From an optimization exercise on the open Yosys and OpenROAD flow, aimed at a short achievable clock period and few clock cycles; shortcuts taken in it are not production practice.
Only simulation tests tie the RTL to the original design; equivalence was not proved.
Power is estimated from default activity; no workload was simulated.

Setup of the reference run:
Design bmc_core, start of the top module:
module bmc_core (
    input  wire        clk,
    input  wire        rst,
    input  wire        cmd_valid,
    input  wire [1:0]  cmd_op,
    input  wire [15:0] cfg_stride,
    input  wire [15:0] cfg_count,
    input  wire [32:0] cfg_paylen,
    output wire [13:0] status,
    output wire [32:0] payload_len,
    output wire [35:0] payload_bits,
    output wire [32:0] produced,
    output reg         rin_re,
    output reg  [31:0] rin_addr,
    input  wire [7:0]  rin_rdata,
    output reg         pres_re,
    output reg         pres_we,
    output reg  [15:0] pres_addr,
    output reg         pres_wdata,
    input  wire        pres_rdata,
    output reg         pay_re,
    output reg         pay_we,
    output reg  [32:0] pay_addr,
    output reg  [7:0]  pay_wdata,
    input  wire [7:0]  pay_rdata,
    output reg         rout_we,
    output reg  [31:0] rout_addr,
    output reg  [7:0]  rout_wdata
);
==> flow/config.mk <==
export PLATFORM = sky130hd
export DESIGN_NAME = bmc_core
export DESIGN_NICKNAME = bmc_core
export VERILOG_FILES = /design/flow/design.v
export SDC_FILE = /design/flow/constraint.sdc
export NUM_CORES = 4
export LEC_CHECK = 0
export ABC_CLOCK_PERIOD_IN_PS = 2500
export CAP_MARGIN = 20
export CORE_MARGIN = 2
export CORE_UTILIZATION = 65
export PLACE_DENSITY = 0.75
export SLEW_MARGIN = 20
==> flow/constraint.sdc <==
create_clock -name core_clock -period 10.0 [get_ports {clk}]
set_input_delay 2.0000 -clock core_clock [delete_from_list [all_inputs] [get_ports {clk}]]
set_output_delay 2.0000 -clock core_clock [all_outputs]
set_load 0.01 [all_outputs]
standard.sh (not shown) runs the stock make flow with config.mk's settings and CLKGATE_MAP_FILE= SYNTH_SCRIPT=/design/flow/synth_recipe.tcl, a recipe that flattens the netlist after the stock synthesis.
==> flow/flow/run.sh <==
#!/bin/bash
# Standard ORFS layout, with timing repair aimed well below the clock period
# (repair margin on top of the design's SDC, which is left unchanged).
set -uo pipefail
bash standard.sh SETUP_SLACK_MARGIN=7.2 finish > standard_flow.log 2>&1
Testbench counts of the reference run, summed over its fixed seeds: cycles 121,163.
[inputs] the trial run vs the reference run
--- a/flow/design.v
+++ b/flow/design.v
@@ -268,24 +268,20 @@
     wire       w_need  = ~w_v | (prod & w_last);
     wire       q_nemp  = (q_wp != q_rp);
     wire       w_load  = w_need & q_nemp;
     wire       in_rng  = ~rem_ok | rem_nz;
     wire [3:0] eb_n    = (prod & ~rem_ok) ? eb - 4'd1 : eb;
     wire       m_fin_n = m_busy & (m_cnt == 4'd1);
     wire [31:0] rem_load = m_acc - {28'd0, ec};
     wire d_finish = d_run & d_done & ~q_nemp & ~w_v & rem_ok;
-    wire s_is1q    = (s_q == 16'd1);
-    wire e_iss0    = start_enc & s_nz & n_nz;
-    wire p_iss0    = start_dec & s_nz & n_nz;
-    wire y_iss0    = p_iss0 & (|pl_q);
-    wire rin_re_n  = e_iss | e_iss0;
-    wire pres_re_n = (p_iss & ~d_finish) | p_iss0;
+    wire rin_re_n  = e_iss;
+    wire pres_re_n = p_iss & ~d_finish;
     wire pres_we_n = (pop & h_lir) | (e_run & s0mode & ~adone);
-    wire pay_re_n  = (y_iss & ~d_finish) | y_iss0;
+    wire pay_re_n  = y_iss & ~d_finish;
     wire pay_we_n  = e_run & (drn | (e_finish & (wl != 7'd0)));
     wire rout_we_n = d_run & prod & in_rng;
     reg [1:0]  state_s;
     reg        err_s, err9_s;
     reg [1:0]  last_op_s;
     reg [32:0] paylen_s;
     reg [35:0] wn_s;
     reg [32:0] total_s;
@@ -369,20 +365,20 @@
             if (start_enc) e_run <= 1'b1;
             if (e_finish)  e_run <= 1'b0;
             e_fin2 <= e_finish;
             if (start_dec) d_run <= 1'b1;
             if (d_finish)  d_run <= 1'b0;
         end
     end
     always @(posedge clk) begin
-        rin_addr   <= start_enc ? 32'd0 : ra;
-        pres_addr  <= start_dec ? 16'd0 : e_run ? pw : pr;
+        rin_addr   <= ra;
+        pres_addr  <= e_run ? pw : pr;
         pres_wdata <= npres & ~s0mode;
-        pay_addr   <= start_dec ? 33'd0 : e_run ? paw : par;
+        pay_addr   <= e_run ? paw : par;
         pay_wdata  <= acc[95:88];
         rout_addr  <= oi[31:0];
         rout_wdata <= w_data[31:24];
     end
     always @(posedge clk) begin
         acc  <= e_run ? acc_n  : 96'd0;
         wl   <= e_run ? wl_n   : 7'd0;
         drn  <= e_run & drn_n;
@@ -407,24 +403,22 @@
         a_lir <= rq_lir;
         if (q_space) begin        
             q_abs[q_wp[1:0]]  <= act_abs;
             q_lit[q_wp[1:0]]  <= t_lit | t_end;
             q_n[q_wp[1:0]]    <= (t_bg | t_fg) ? 3'd4 : t_lit ? tL : t_k;
             q_data[q_wp[1:0]] <= (act_abs | t_bg) ? 32'hFFFF_FFFF : t_fg ? 32'd0 : bb[77:46];
         end
         if (start_enc) begin
-            ra        <= 32'd1;
-            rq_lic    <= s_is1q;
-            rq_lir    <= s_is1q;
-            e_cl      <= s_is1q ? 16'd0 : (s_q - 16'd2);
-            e_cp      <= s_is1q ? 2'd0 : 2'd1;
-            e_rl      <= s_is1q ? (n_q - 16'd1) : n_q;
-            e_more    <= e_iss0 & (~s_is1q | (n_q != 16'd1));
-            e_occ     <= {3'b000, e_iss0};
+            ra        <= 32'd0;
+            e_cl      <= s_q - 16'd1;
+            e_cp      <= 2'd0;
+            e_rl      <= n_q;
+            e_more    <= s_nz & n_nz;
+            e_occ     <= 4'd0;
             f_wp      <= 4'd0;
             f_rp      <= 4'd0;
             cbuf      <= 24'd0;
             cpos      <= 2'd0;
             c00       <= 1'b1;
             cff       <= 1'b1;
             rpres     <= 1'b0;
             zc        <= 14'd0;
@@ -506,25 +500,25 @@
                 end else begin
                     sl_zl  <= 5'd0;
                     sl_nz0 <= 1'b1;
                 end
             end
             if (pay_we_n) paw <= paw + 33'd1;
         end
         if (start_dec) begin
-            pr        <= 16'd1;
-            pr_left   <= n_q - 16'd1;
-            pr_more   <= p_iss0 & (n_q != 16'd1);
-            p_occ     <= {2'b00, p_iss0};
+            pr        <= 16'd0;
+            pr_left   <= n_q;
+            pr_more   <= s_nz & n_nz;
+            p_occ     <= 3'd0;
             pf_wp     <= 3'd0;
             pf_rp     <= 3'd0;
-            par       <= 33'd1;
-            y_left    <= pl_q - 33'd1;
-            y_more    <= y_iss0 & (pl_q != 33'd1);
+            par       <= 33'd0;
+            y_left    <= pl_q;
+            y_more    <= s_nz & n_nz & (|pl_q);
             d_rows    <= n_q;
             rowq      <= 1'b0;
             d_eq1     <= (n_q == 16'd1);
             d_eq2     <= (n_q == 16'd2);
             d_done    <= ~(s_nz & n_nz);
             tokq      <= 1'b0;
             rsq       <= 1'b0;
             in_row    <= 1'b0;
@@ -558,17 +552,17 @@
                 m_n    <= m_n >> 2;
                 m_cnt  <= m_cnt - 4'd1;
                 m_busy <= ~m_fin_n;
                 m_fin  <= m_fin_n;
             end
             if (m_fin) begin
                 m_fin  <= 1'b0;
                 m_acc  <= rem_load;
-                rem_nz <= (m_acc != {28'd0, ec});
+                rem_nz <= (rem_load != 32'd0);
                 rem_ok <= 1'b1;
             end
             wgo <= ~m_fin_n & (m_fin | rem_ok | (eb_n != 4'd0));
             if (p_iss) begin
                 pr        <= pr + 16'd1;
                 pr_left   <= pr_left - 16'd1;
                 pr_more   <= (pr_left != 16'd1);
             end
Against the reference run, overall via count from detail_route in the trial run came out better.
Worst reg2reg path depth (higher): the reference run
Between the reference run and the trial run, the difference in area fraction in compound gates after synthesis is negligible.
Summary of the trial run over the reference run: slack of the critical path -0.011 ns; power share of the sequential group up 0.8 points; final cell count went down 379; post-layout minimum cycle time rose by 0.011 ns.
Sequential portion of the cell area (the trial run over the reference run): increase, 1.1 points
The reference run ended up with dfxtp_2 as its master of the slowest instance on the critical path; the trial run ended up with or4_4.
The reference run tops out at a higher clock frequency than the trial run.
[the trial run vs the reference run] synthesized-area fraction occupied by and/or/nand/nor cells: lower in the trial run
The trial run: number of optimization iterations in the first detailed-route pass is 1 higher than what the reference run reported.
Testbench counts of the trial run, summed over its fixed seeds: cycles 121,355.

## static timing again, ports no longer ideal
The flow's constraints put no driver on any port. The routed layouts listed below were extracted and timed again, unchanged, in two steps. Step 1 sets driving cells, clkbuf_16 on the clock port and buf_2 on the other inputs (assumed; they add their load-dependent delay and slew). Step 2 moves the port delays by t, midway between the first and last clock arrival at a register: inputs arrive t later, outputs are due t later. That takes back most of the time a late clock gives input paths. a / b / c = no drivers / after step 1 / after step 2; a / b = the first two.
run	t (ns)	slack for setup (ns)	worst slew at a driven data input, ns
the reference run	0.853	6.740 / 6.652 / 6.458	0.07
the trial run	0.848	6.729 / 6.659 / 6.374	0.15
After both steps setup and hold are still met in every run listed. The setup slack of the trial run, which loses most, moves by -0.070 ns with the drivers and by -0.355 ns with both steps.
